Background: an optimization exercise with open tools, aiming at a short achievable clock period and few clock cycles. Do not read the settings as production practice.
In this exercise RTL edits were held to simulation tests only and were not proved equivalent to the original.
No activity file was given, so power comes from the tool's default toggle rates.

==> flow/design.v <==
module vm16_core (
    input  wire        clk,
    input  wire        rst,
    output reg         mem_valid,
    output reg         mem_we,
    output reg  [14:0] mem_addr,
    output reg  [15:0] mem_wdata,
    input  wire [15:0] mem_rdata,
    input  wire        mem_ready,
    output reg         out_valid,
    output reg  [7:0]  out_byte,
    output reg         retire_valid,
    output reg  [14:0] retire_pc,
    output reg         retire_we,
    output reg  [2:0]  retire_rd,
    output reg  [15:0] retire_wdata,
    output reg         halted,
    output reg         faulted
);
    localparam OP_LUI   = 3'd0;
    localparam OP_AUIPC = 3'd1;
    localparam OP_JALR  = 3'd2;
    localparam OP_BEQ   = 3'd3;
    localparam OP_LW    = 3'd4;
    localparam OP_SW    = 3'd5;
    localparam OP_ADDI  = 3'd6;
    localparam OP_MATH  = 3'd7;
    localparam ALT_ADD  = 3'd0;
    localparam ALT_SUB  = 3'd1;
    localparam ALT_SLL  = 3'd2;
    localparam ALT_SRL  = 3'd3;
    localparam ALT_NAND = 3'd4;
    localparam ALT_AND  = 3'd5;
    localparam ALT_OR   = 3'd6;
    localparam ALT_LT   = 3'd7;
    reg  [15:0] regs [1:7];   
    reg  [14:0] fpc;          
    reg         iv;           
    reg  [15:0] ir;
    reg  [14:0] ipc;          
    reg         ip;           
    reg  [15:0] a_rd;         
    reg  [15:0] a_r1;
    reg  [15:0] a_r2;
    reg         mv;           
    reg         m_sw;
    reg  [2:0]  m_rd;
    reg  [14:0] m_ea;
    reg  [14:0] m_pc;
    reg         m_last;       
    wire stop = halted | faulted;
    wire [2:0]  op   = ir[2:0];
    wire [2:0]  rd   = ir[5:3];
    wire [2:0]  r1   = ir[8:6];
    wire [2:0]  alt  = ir[11:9];
    wire [2:0]  r2   = ir[15:13];
    wire [15:0] imu  = {ir[15:6], 6'b0};             
    wire [15:0] im7  = {{9{ir[15]}}, ir[15:9]};      
    wire [15:0] x_rd = a_rd;
    wire [15:0] x_r1 = a_r1;
    wire [15:0] x_r2 = a_r2;
    wire [14:0] pc_inc = ipc + 15'd1;                
    wire [15:0] link   = {1'b0, pc_inc} + 16'd1;     
    wire [15:0] ea     = x_r1 + im7;                 
    wire        ea_one = (x_r1 == (16'd1 - im7));
    wire [15:0] sum  = x_r1 + x_r2;
    wire [15:0] diff = x_r1 - x_r2;
    wire        big  = |x_r2[15:4];
    reg  [15:0] math_res;
    always @(*) begin
        case (alt)
            ALT_ADD:  math_res = sum;
            ALT_SUB:  math_res = diff;
            ALT_SLL:  math_res = big ? 16'd0 : (x_r1 << x_r2[3:0]);
            ALT_SRL:  math_res = big ? 16'd0 : (x_r1 >> x_r2[3:0]);
            ALT_NAND: math_res = ~(x_r1 & x_r2);
            ALT_AND:  math_res = x_r1 & x_r2;
            ALT_OR:   math_res = x_r1 | x_r2;
            default:  math_res = (x_r1 < x_r2) ? 16'd1 : 16'd0;
        endcase
    end
    reg [15:0] exec_res;
    reg        exec_we;
    always @(*) begin
        exec_res = 16'd0;
        exec_we  = 1'b0;
        case (op)
            OP_LUI:   begin exec_res = imu;                   exec_we = 1'b1; end
            OP_AUIPC: begin exec_res = {1'b0, pc_inc} + imu;  exec_we = 1'b1; end
            OP_JALR:  begin exec_res = link;                  exec_we = 1'b1; end
            OP_ADDI:  begin exec_res = ea;                    exec_we = 1'b1; end
            OP_MATH:  begin exec_res = math_res;              exec_we = 1'b1; end
            default: ;
        endcase
    end
    wire [14:0] br_tgt  = pc_inc + im7[14:0];
    wire        jl_self = (rd != 3'd0) && (rd == r1);
    wire [14:0] jl_tgt  = (jl_self ? link[14:0] : x_r1[14:0]) + im7[14:0];
    wire        taken   = (x_rd == x_r1);
    wire        is_jalr = (op == OP_JALR);
    wire        is_beq  = (op == OP_BEQ);
    wire [14:0] npc     = is_jalr ? jl_tgt : (is_beq && taken) ? br_tgt : pc_inc;
    wire        redirect = is_jalr || (is_beq && (taken != ip));
    wire is_mem  = (op == OP_LW) || (op == OP_SW);
    wire port_st = (op == OP_SW) && ea_one;
    wire to_m    = is_mem && !port_st;               
    wire ex       = iv && !mv && !stop;              
    wire f_cyc    = !mv && !stop;                    
    wire got      = f_cyc && mem_ready;              
    wire m_done   = mv && mem_ready && !stop;
    wire fault_set = ex && to_m && ea[15];
    wire halt_set  = (ex && !to_m && npc == 15'd0) || (m_done && m_last);
    wire go_m     = ex && to_m && !ea[15];
    wire [14:0] fpc_inc = fpc + 15'd1;
    wire        f_bwd   = (mem_rdata[2:0] == OP_BEQ) && mem_rdata[15];
    wire [14:0] f_tgt   = fpc_inc + {{8{mem_rdata[15]}}, mem_rdata[15:9]};
    wire        patch   = m_done && m_sw && iv && (ipc == m_ea);
    wire [15:0] nw    = mv ? mem_wdata : mem_rdata;
    wire [2:0]  nw_rd = nw[5:3];
    wire [2:0]  nw_r1 = nw[8:6];
    wire [2:0]  nw_r2 = nw[15:13];
    wire        e_wr  = ex && exec_we && (rd != 3'd0);    
    wire        m_wr  = m_done && !m_sw && (m_rd != 3'd0);  
    function [15:0] rf_read(input [2:0] n);
        rf_read = (n == 3'd0) ? 16'd0 : regs[n];
    endfunction
    reg [14:0] n_fpc;
    always @(*) begin
        if (mv)
            n_fpc = patch ? pc_inc : fpc;
        else if (ex && redirect)
            n_fpc = npc;
        else if (got)
            n_fpc = f_bwd ? f_tgt : fpc_inc;
        else
            n_fpc = fpc;
    end
    always @(posedge clk) begin
        retire_pc    <= mv ? m_pc : ipc;
        retire_we    <= mv ? (!m_sw && m_rd != 3'd0) : (exec_we && rd != 3'd0);
        retire_rd    <= mv ? m_rd : rd;
        retire_wdata <= mv ? mem_rdata : exec_res;
        out_byte     <= x_rd[7:0];
        if (m_done && !m_sw && m_rd != 3'd0)
            regs[m_rd] <= mem_rdata;
        if (ex && exec_we && rd != 3'd0)
            regs[rd] <= exec_res;
        if (!mv) begin
            m_sw      <= (op == OP_SW);
            m_rd      <= rd;
            m_ea      <= ea[14:0];
            m_pc      <= ipc;
            m_last    <= (ipc == 15'h7FFF);
            mem_wdata <= x_rd;
        end
        if (got) begin
            ir  <= mem_rdata;
            ipc <= fpc;
            ip  <= f_bwd;
        end
        if (patch) begin
            ir <= mem_wdata;
            ip <= 1'b0;
        end
        if (got || patch) begin
            a_rd <= (e_wr && rd == nw_rd) ? exec_res : rf_read(nw_rd);
            a_r1 <= (e_wr && rd == nw_r1) ? exec_res : rf_read(nw_r1);
            a_r2 <= (e_wr && rd == nw_r2) ? exec_res : rf_read(nw_r2);
        end else if (m_wr) begin
            if (rd == m_rd) a_rd <= mem_rdata;
            if (r1 == m_rd) a_r1 <= mem_rdata;
            if (r2 == m_rd) a_r2 <= mem_rdata;
        end
        if (rst) begin
            fpc          <= 15'h0010;
            iv           <= 1'b0;
            mv           <= 1'b0;
            halted       <= 1'b0;
            faulted      <= 1'b0;
            retire_valid <= 1'b0;
            out_valid    <= 1'b0;
            mem_valid    <= 1'b1;
            mem_we       <= 1'b0;
            mem_addr     <= 15'h0010;
        end else begin
            retire_valid <= m_done || (ex && !to_m);
            out_valid    <= ex && port_st && (x_rd != 16'd0);
            halted       <= halted | halt_set;
            faulted      <= faulted | fault_set;
            fpc          <= n_fpc;
            if (mv)
                mv <= !mem_ready && !stop;
            else
                mv <= go_m;
            if (f_cyc)
                iv <= got && !(ex && redirect);
            mem_valid <= (mv && !mem_ready) || go_m
                       || !(halted || faulted || halt_set || fault_set);
            if (mv && !mem_ready) begin
                mem_we   <= m_sw;
                mem_addr <= m_ea;
            end else if (ex && to_m) begin
                mem_we   <= (op == OP_SW);
                mem_addr <= ea[14:0];
            end else begin
                mem_we   <= 1'b0;
                mem_addr <= n_fpc;
            end
        end
    end
endmodule
==> flow/run.sh <==
#!/bin/bash
# synth_recipe.tcl (not shown) runs the flow's synth.tcl, then flattens the netlist and writes it again
# the make line also repeats each setting of config.mk as NAME=value (left out here)
make -C /OpenROAD-flow-scripts/flow DESIGN_CONFIG=/design/flow/config.mk WORK_HOME=/design/flow/orfs CLKGATE_MAP_FILE= SYNTH_SCRIPT=/design/flow/synth_recipe.tcl finish
==> flow/config.mk <==
export PLATFORM = sky130hd
export DESIGN_NAME = vm16_core
export DESIGN_NICKNAME = vm16_core
export VERILOG_FILES = /design/flow/design.v
export SDC_FILE = /design/flow/constraint.sdc
export NUM_CORES = 4
export LEC_CHECK = 0
export ABC_CLOCK_PERIOD_IN_PS = 2500
export CAP_MARGIN = 20
export CORE_MARGIN = 2
export CORE_UTILIZATION = 40
export SETUP_SLACK_MARGIN = 5
export SLEW_MARGIN = 20
==> flow/constraint.sdc <==
create_clock -name core_clock -period 10.0 [get_ports {clk}]
set_input_delay 2.0000 -clock core_clock [delete_from_list [all_inputs] [get_ports {clk}]]
set_output_delay 2.0000 -clock core_clock [all_outputs]
set_load 0.01 [all_outputs]
==> results.py, run 1 <==
metrics = {
    "worst_setup_path": {
        "start_kind": "flip-flop",
        "crit_chain": "buf_4 -> ha_2 -> nand3b_1 -> nor4_1 -> nor3_2 -> nor4b_4 -> xor2_1 -> mux2_2 -> ha_1 -> and3_1 -> a311o_1 -> o31a_1 -> a31oi_1 -> xor2_1 -> o21ai_1 -> and2_1 -> nor4_1 -> a2111oi_0",
        "crit_family": "simple AND/OR/NAND/NOR gates",
        "crit_buf_inv": 1,
        "max_stage_delay_ps": 390,
        "critPathKind": "reg2reg",
        "cp.arrival_ps": 5340,
        "path_max_fanout": 14,
        "critPathSlowestCell": "edfxtp_1",
        "worstSetupEndpointType": "flip-flop",
        "required_ps": 10430,
    },
    "final_layout": {
        "stdcell_count": 3550,
        "fin_nets": 2892,
        "area_delta_synth_final_pct": 14.00,
        "drive_gt1_share_pct": 10.16,
    },
    "clocking": {
        "cts_tree": "built",
        "insertion_delay_ps": 570,
        "cts_buffers": 37,
        "cts_buffer_depth": 3,
        "cts.sinks": 306,
        "htreeDepth": 2,
        "root_buffer": "clkbuf_16",
        "clk_pin_slew_worst_paths_ps": 60,
    },
    "synth": {
        "synth_flop_cell": "edfxtp_1",
        "synth_fp_nets": 2862,
        "ys_types": 95,
        "synth_top_family_by_area": "compound AO/OA/AOI/OAI gates",
        "synth_seq_cells": 306,
        "synth-edff-count": 242,
        "synth-async-reset-ratio_pct": 0,
        "synthSimpleGateAreaFrac_pct": 19.41,
        "netlist_area_sq_um": 23680,
        "synth_seq_area_share_pct": 36.09,
        "synth_mux_area_share_pct": 5.632,
        "avgSynthCellArea_sq_um": 8.717,
        "yosys.area.top_type": "edfxtp_1",
        "synth_top_area_share_pct": 30.68,
        "syn_inst": 2717,
        "synth-compound-area-share_pct": 20.68,
        "synthAdderAreaFrac_pct": 6.878,
        "synth_xor_area_share_pct": 6.540,
        "synth_area_leaders": "edfxtp_1, nand2_1, ha_1",
        "ys_warn_count": 1,
    },
    "sta": {
        "clock_skew_ps": 31.35,
        "slew_headroom_pct": 26.87,
        "max_freq_mhz": 203.5,
        "rsz0062_at_grt": "yes",
        "tightest_slew_ps": 1093,
        "hold_viol": 0,
        "setup_viol": 0,
        "setup_tns_ps": 0,
        "hold_ws_ps": 513.4,
        "min_period_ps": 4913,
        "final_max_slew_viol_count": 0,
        "fin_crit_sh_pct": 49.13,
    },
    "power_and_ir_drop": {
        "clkPwrFrac_pct": 31.2,
        "pwr-share-seq_pct": 36.8,
        "p_sw_share_pct": 36.06,
        "power_density_nw_per_um2": 166.3,
        "irDropWorstVdd_uv": 150.0,
        "comb_power_share_pct": 32.0,
        "internal_power_mw": 2.870,
        "p_leak_nw": 10.10,
        "power.switching_mw": 1.619,
    },
    "placement": {
        "place.gp.congestion": 1.042,
        "place_inst": 3467,
        "place.port_buffers": 98,
        "dpl.hpwl_um": 66020,
    },
    "routing": {
        "antenna_left": 0,
        "vias_per_cell": 6.413,
        "vias": 22767,
        "wire_per_inst_um": 26.35,
        "drt_iter0_drc": 3071,
        "drc": 0,
        "drt_first_pass_iters": 8,
        "wl_um": 93540,
    },
    "outcome": {
        "status": "timing/DRC/antenna clean",
    },
    "global_route": {
        "busiest_layer": "met2",
        "grt-ovfl-total": 0,
        "grt_pass1_wl_um": 137500,
        "grtUsageMet3_pct": 4.985,
        "antenna_found_initial": 2,
        "grtUsageMet2_pct": 46.64,
        "met1_usage_pct": 40.12,
        "globalRouteTotalUtil_pct": 29.81,
        "grt_max_degree": 83,
        "first_global_vias": 21502,
    },
    "die": {
        "start_util_pct": 40.28,
        "die_h_um": 247.3,
        "die_w_um": 247.3,
        "ios": 99,
        "die-area_sq_um": 61170,
        "num_rows": 89,
        "core_sq_um": 58800,
    },
    "worst_hold_path": {
        "hold_class": "reg2reg",
    },
    "job": {
        "maxCapViolCount": 0,
    },
}
==> area by class of cell <==
class                      instances  area, sq um
tap                              773        967.2
inverter                          94        359.1
clock buffer                      42        984.7
sequential                       306         8549
fill                            5601        31800
clock inverter                    25        257.7
timing repair buffer             176         1580
timing repair inverter             1        5.005
antenna                            2        5.005
multi-input combinational       2131        14290
==> path summary, 6_finish.rpt <==
path              depth (start not counted)    start  slack [ps]            to
hold / removal                            0  a_rd[8]         510  mem_wdata[8]
setup / recovery                         18   ipc[0]        5090  mem_addr[13]
setup reg to reg                         18   ipc[0]        5090  mem_addr[13]
hold reg to reg                           0  a_rd[8]         510  mem_wdata[8]
==> state kept, by name, indices dropped and copies added, names as in the netlist, 15 cells and up <==
register      cells
a_r2             16
a_rd             16
retire_wdata     16
ipc              15
m_pc             15
mem_wdata        16
ir               16
a_r1             16
mem_addr         15
m_ea             15
fpc              15
regs            112
==> metrics by stage <==
step           area [sq um]  util, %  power [mW]  setup WS (ps)
2_1_floorplan         23680        -       2.515           5286
3_3_place_gp          25480    43.33       3.036           4039
3_5_place_dp          25500    43.37       3.051           4008
4_1_cts               26810    45.59       4.457           4994
5_1_grt               27000    45.91       4.658           4955
6_report              27000    45.92       4.489           5087
==> worst reg2reg max path, cell delays in order (launching register included) <==
cell	delay [ps]
edfxtp_1	390
buf_4	250
ha_2	290
nand3b_1	260
nor4_1	350
nor3_2	140
nor4b_4	370
xor2_1	170
mux2_2	300
ha_1	330
and3_1	160
a311o_1	380
o31a_1	280
a31oi_1	210
xor2_1	90
o21ai_1	210
and2_1	200
nor4_1	60
a2111oi_0	370
==> cell usage after synthesis (21+ instances only) <==
library cell / n
o22ai_1: 27
a21oi_1: 128
mux2i_1: 53
dfxtp_1: 64
ha_1: 119
a21o_1: 21
a31oi_1: 71
nand2_1: 423
nand3_1: 141
a211oi_1: 33
nor4_1: 26
o21ai_0: 105
nor2_1: 229
xnor2_1: 103
o221ai_1: 32
a311oi_1: 55
mux2_2: 42
o21a_1: 36
inv_1: 86
clkbuf_1: 143
edfxtp_1: 242
xor2_1: 72
buf_2: 21
nor3_1: 71
==> cell usage in the layout, fill, tap and decap left out, drive strengths merged, types with 18 or more instances in the layout <==
master	n
clkdlybuf4s50	95
edfxtp	242
nor3	72
xor2	73
o31ai	19
mux2i	53
buf	78
a31oi	71
o21ai	106
clkbuf	42
dfxtp	64
a21o	23
a311oi	55
nor2	229
nand4	18
o221ai	32
inv	97
and2	21
xnor2	103
a211oi	34
nand2	423
nand3	142
o22ai	27
and3	20
mux2	45
ha	119
nor4	27
o21a	36
a21oi	128
==> kinds of logic (layout without fill, tap and decap cells) <==
| group | after synthesis | after routing |
|---|---|---|
| flip-flops | 306 | 306 |
| multiplexers | 111 | 111 |
| other | 0 | 2 |
| adder cells (fa/ha/maj) | 126 | 126 |
| AND/OR/NAND/NOR | 1021 | 1021 |
| AO/OA/AOI/OAI | 697 | 697 |
| buffers and inverters | 280 | 338 |
| XOR/XNOR | 176 | 176 |
==> power groups by stage <==
stage	clock network [mW]	registers (mW)	logic (mW)
after floorplan	0	1.61	0.900
after global placement	0	1.67	1.37
after detailed placement	0	1.67	1.38
after CTS	1.42	1.65	1.39
after global routing	1.47	1.66	1.54
final	1.40	1.65	1.44
==> what timing repair did <==
action	in CTS	in global routing
gates cloned	1	0
hold endpoints to repair	0	0
setup buffers	1	12
setup endpoints to repair	79	99
pin swaps	1	2
resized for setup	13	28
hold buffers	0	0
==> metal layers <==
layer	vias up	wire length, um
li1	10161	-
met1	10819	37450
met2	1502	41920
met3	281	9112
met4	4	5024
met5	-	34
Testbench counts, summed over its fixed seeds: cycles 32,035.
==> run 2, diff against run 1 <==
--- a/flow/design.v
+++ b/flow/design.v
@@ -39,6 +39,9 @@
     reg  [15:0] ir;
     reg  [14:0] ipc;          
     reg         ip;           
+    reg  [14:0] ipc1;         
+    reg  [15:0] ilink;        
+    reg  [14:0] btgt;         
     reg  [15:0] a_rd;         
     reg  [15:0] a_r1;
     reg  [15:0] a_r2;
@@ -59,8 +62,8 @@
     wire [15:0] x_rd = a_rd;
     wire [15:0] x_r1 = a_r1;
     wire [15:0] x_r2 = a_r2;
-    wire [14:0] pc_inc = ipc + 15'd1;                
-    wire [15:0] link   = {1'b0, pc_inc} + 16'd1;     
+    wire [14:0] pc_inc = ipc1;                       
+    wire [15:0] link   = ilink;                      
     wire [15:0] ea     = x_r1 + im7;                 
     wire        ea_one = (x_r1 == (16'd1 - im7));
     wire [15:0] sum  = x_r1 + x_r2;
@@ -93,9 +96,9 @@
             default: ;
         endcase
     end
-    wire [14:0] br_tgt  = pc_inc + im7[14:0];
+    wire [14:0] br_tgt  = btgt;
     wire        jl_self = (rd != 3'd0) && (rd == r1);
-    wire [14:0] jl_tgt  = (jl_self ? link[14:0] : x_r1[14:0]) + im7[14:0];
+    wire [14:0] jl_tgt  = jl_self ? btgt + 15'd1 : x_r1[14:0] + im7[14:0];
     wire        taken   = (x_rd == x_r1);
     wire        is_jalr = (op == OP_JALR);
     wire        is_beq  = (op == OP_BEQ);
@@ -112,6 +115,7 @@
     wire halt_set  = (ex && !to_m && npc == 15'd0) || (m_done && m_last);
     wire go_m     = ex && to_m && !ea[15];
     wire [14:0] fpc_inc = fpc + 15'd1;
+    wire [15:0] fpc_lnk = {1'b0, fpc_inc} + 16'd1;
     wire        f_bwd   = (mem_rdata[2:0] == OP_BEQ) && mem_rdata[15];
     wire [14:0] f_tgt   = fpc_inc + {{8{mem_rdata[15]}}, mem_rdata[15:9]};
     wire        patch   = m_done && m_sw && iv && (ipc == m_ea);
@@ -154,13 +158,17 @@
             mem_wdata <= x_rd;
         end
         if (got) begin
-            ir  <= mem_rdata;
-            ipc <= fpc;
-            ip  <= f_bwd;
+            ir    <= mem_rdata;
+            ipc   <= fpc;
+            ip    <= f_bwd;
+            ipc1  <= fpc_inc;
+            ilink <= fpc_lnk;
+            btgt  <= f_tgt;
         end
         if (patch) begin
-            ir <= mem_wdata;
-            ip <= 1'b0;
+            ir   <= mem_wdata;
+            ip   <= 1'b0;
+            btgt <= ipc1 + {{8{mem_wdata[15]}}, mem_wdata[15:9]};
         end
         if (got || patch) begin
             a_rd <= (e_wr && rd == nw_rd) ? exec_res : rf_read(nw_rd);
==> flow/flow/run.sh (new file) <==
#!/bin/bash
set -euo pipefail
bash standard.sh SETUP_SLACK_MARGIN=6.4 finish > standard_flow.log 2>&1
==> flow/standard.sh (new file) <==
#!/bin/bash
# synth_recipe.tcl (not shown) runs the flow's synth.tcl, then flattens the netlist and writes it again
# the make line also repeats each setting of config.mk as NAME=value (left out here)
make -C /OpenROAD-flow-scripts/flow DESIGN_CONFIG=/design/flow/config.mk WORK_HOME=/design/flow/orfs CLKGATE_MAP_FILE= SYNTH_SCRIPT=/design/flow/synth_recipe.tcl "${@:-finish}"
--- a/flow/config.mk
+++ b/flow/config.mk
@@ -9,5 +9,4 @@
 export CAP_MARGIN = 20
 export CORE_MARGIN = 2
 export CORE_UTILIZATION = 40
-export SETUP_SLACK_MARGIN = 5
 export SLEW_MARGIN = 20
removed: flow/run.sh
==> run 2 against run 1 <==
  * Final cell count grew 6.9%
  * Global-route usage grew 1.9 points
  * Power rose by 18%
  * Hold slack worse by 42 ps
  * Register-to-register slack better by 1200 ps
  * Highest routed layer unchanged
  * First-iteration DRC count grew 5.3%
  * Fmax rose by 27%
  * Design area up 17%
==> results.py, run 2 <==
metrics = {
    "synth": {
        "synth_top_area_share_pct": 34.99,
        "ys_warn_count": 1,
        "syn_inst": 2761,
        "synth_common_cells": "nand2_1, edfxtp_1, nor2_1, a21oi_1, clkbuf_1",
        "synth_flop_cell": "edfxtp_1",
        "avgSynthCellArea_sq_um": 8.920,
        "synth_seq_area_share_pct": 40.20,
        "synth-edff-count": 287,
        "synth_fp_nets": 2893,
        "ys_types": 88,
        "synth_seq_cells": 351,
        "netlist_area_sq_um": 24630,
        "yosys.area.top_type": "edfxtp_1",
        "synth_most_common_cell": "nand2_1",
        "synth-async-reset-ratio_pct": 0,
        "synth_area_leaders": "edfxtp_1, nand2_1, ha_1",
    },
    "clocking": {
        "root_buffer": "clkbuf_16",
        "cts_tree": "built",
        "htreeDepth": 2,
        "cts_buffers": 42,
        "cts.sinks": 351,
        "insertion_delay_ps": 630,
        "cts_buffer_depth": 3,
        "clk_pin_slew_worst_paths_ps": 60,
        "hold_buffers": 0,
    },
    "global_route": {
        "antenna_found_initial": 2,
        "first_global_vias": 22854,
        "grt_pass1_wl_um": 150600,
        "grt_max_degree": 66,
        "grt-ovfl-total": 0,
        "globalRouteTotalUtil_pct": 31.71,
    },
    "worst_setup_path": {
        "crit_family": "compound AO/OA/AOI/OAI gates",
        "max_stage_delay_ps": 370,
        "critPathKind": "in2reg",
        "cp.arrival_ps": 4350,
        "cpMostUsedCell": "nor3_2",
        "critPathSlowestCell": "fa_2",
        "crit_chain": "buf_12 -> ha_4 -> fa_2 -> a211oi_4 -> o21bai_1 -> o31a_1 -> nor3_2 -> nor3_2 -> a221oi_2 -> o21ai_1 -> a31oi_1 -> or3b_1 -> a21oi_2",
        "start_kind": "input pin",
        "worstSetupEndpointType": "flip-flop",
        "crit_buf_inv": 1,
        "path_max_fanout": 2,
        "required_ps": 10490,
    },
    "power_and_ir_drop": {
        "p_leak_nw": 12.06,
        "p_sw_share_pct": 35.59,
        "irDropWorstVdd_uv": 142.6,
        "pwr-share-seq_pct": 35.9,
        "comb_power_share_pct": 33.4,
        "power_density_nw_per_um2": 167.9,
        "internal_power_mw": 3.416,
        "clkPwrFrac_pct": 30.7,
        "power.switching_mw": 1.888,
    },
    "sta": {
        "hold_ws_ps": 471.2,
        "tightest_slew_ps": 1047,
        "max_freq_mhz": 259.4,
        "hold_viol": 0,
        "setup_viol": 0,
        "setup_tns_ps": 0,
        "clock_skew_ps": 76.42,
        "fin_crit_sh_pct": 38.56,
        "min_period_ps": 3856,
        "fin_ws_ps": 6144,
        "rsz0062_at_grt": "yes",
        "final_max_slew_viol_count": 0,
        "slew_headroom_pct": 28.80,
    },
    "outcome": {
        "status": "timing/DRC/antenna clean",
    },
    "placement": {
        "dpl_worst_slack_ps": 4135,
        "place.gp.congestion": 0.9601,
        "postPlaceCellArea_sq_um": 26610,
        "dpl.hpwl_um": 68310,
        "place.port_buffers": 98,
    },
    "final_layout": {
        "fin_nets": 3109,
        "fin_area_sq_um": 31590,
        "layout_commonest_cell": "nand2_1",
        "seq_area_sq_um": 9912,
        "largest_reg_flops": 112,
        "layout.cells.most_common_list": "nand2_1, edfxtp_1, nor2_1, buf_4, a21oi_1",
        "utilization_pct": 52.14,
        "multi_input_area_sq_um": 15420,
        "num-fill-cells": 5434,
        "area_delta_synth_final_pct": 28.27,
        "drive_gt1_share_pct": 21.22,
        "top_register": "regs",
    },
    "job": {
        "maxCapViolCount": 0,
    },
    "worst_hold_path": {
        "hold_class": "reg2reg",
    },
    "die": {
        "core_sq_um": 60580,
        "ios": 99,
        "die-area_sq_um": 63570,
        "die_h_um": 252.1,
        "die_w_um": 252.1,
        "start_util_pct": 40.65,
        "num_rows": 90,
    },
    "routing": {
        "wl_um": 105600,
        "wire_per_inst_um": 27.83,
        "drt_iter0_drc": 3235,
        "vias": 24436,
        "vias_per_cell": 6.441,
        "antenna_left": 0,
        "drt_first_pass_iters": 8,
        "drc": 0,
    },
}
-- run 2: path summary, 6_finish.rpt --
| kind | from | end | slack (ps) | cells after the start |
|---|---|---|---|---|
| min reg2reg | ipc[4] | m_pc[4] | 470 | 0 |
| min | ipc[4] | m_pc[4] | 470 | 0 |
| max reg2reg | ir[11] | mem_valid | 6300 | 14 |
| max | mem_rdata[9] | mem_addr[8] | 6140 | 13 |
-- run 2: metrics by stage --
| stage | power [mW] | cells |
|---|---|---|
| floorplan | 2.780 | 2761 |
| global placement | 3.299 | 3504 |
| detailed placement | 3.316 | 3504 |
| CTS | 5.144 | 3736 |
| global route | 5.473 | 3793 |
| finish | 5.304 | 3794 |
-- run 2: routing by layer --
| metal | track usage, % | vias to the layer above | wire length, um |
|---|---|---|---|
| li1 | - | 10622 | - |
| met1 | 41.84 | 11781 | 40860 |
| met3 | 6.210 | 388 | 11110 |
| met5 | 0 | - | 13 |
| met2 | 49.29 | 1643 | 46890 |
| met4 | 16.82 | 2 | 6706 |
-- run 2: cells by family after synthesis --
family                     after synthesis  synth area share, %
AOI/OAI and AO/OA                      701                18.47
xor gates and xnor gates               158                5.680
adders and majority gates              113                5.924
buffers and inverters                  271                4.349
DFF                                    351                40.20
muxes                                  136                6.676
and+or+nand+nor                       1031                18.70
-- run 2: timing repair --
item,4_1_cts,5_1_grt
resized for setup,265,132
setup buffers,137,50
pin swaps,56,76
hold endpoints to repair,0,0
cloned,17,7
endpoints found under the setup margin,478,242
-- run 2: power by group through the flow --
stage / registers (mW) / logic [mW] / clock network, mW
after CTS: 1.90 / 1.61 / 1.64
after global placement: 1.96 / 1.33 / 0
final: 1.90 / 1.77 / 1.63
after detailed placement: 1.97 / 1.35 / 0
after global routing: 1.91 / 1.87 / 1.69
after floorplan: 1.88 / 0.905 / 0
-- run 2: area by class of cell --
type	count	share of cell area, %
inverter	89	1.157
timing repair buffer	346	10.85
antenna	1	0.007921
sequential	351	31.38
timing repair inverter	1	0.01584
tap	782	3.097
clock inverter	18	0.6892
multi-input combinational	2146	48.80
clock buffer	60	4.004
-- run 2: worst register-to-register path: cells and delay by family (launching register included) --
| family | cells | cell delay [ps] |
|---|---|---|
| AOI/OAI and AO/OA | 4 | 990 |
| buffers and inverters | 4 | 660 |
| and+or+nand+nor | 6 | 1470 |
| DFF | 1 | 430 |
Testbench counts of run 2, summed over its fixed seeds: cycles 32,035.

## what the ideal ports hide
Ports are ideal in the flow. The routed layouts listed here were re-timed in OpenROAD.
Step 1 assumes that a clkbuf_16 drives the clock port and a buf_2 every other input.
Step 2 also shifts input and output timing later by t, the mid clock arrival at the registers, as if the neighbouring blocks saw the same clock.
a / b / c = no drivers / after step 1 / after step 2; a / b = the first two.
| run | shift t [ns] | slack for setup (ns) | slew at the worst register clock pin (ns) | worst data-port slew with drivers (ns) |
|---|---|---|---|---|
| run 1 | 0.617 | 5.087 / 5.087 / 4.575 | 0.07 / 0.07 | 0.07 |
| run 2 | 0.652 | 6.144 / 6.158 / 5.506 | 0.07 / 0.07 | 0.06 |
After both steps every run listed still meets setup and hold. For run 2, which loses most, drivers alone change the setup slack by +0.014 ns; drivers and shift together by -0.638 ns.
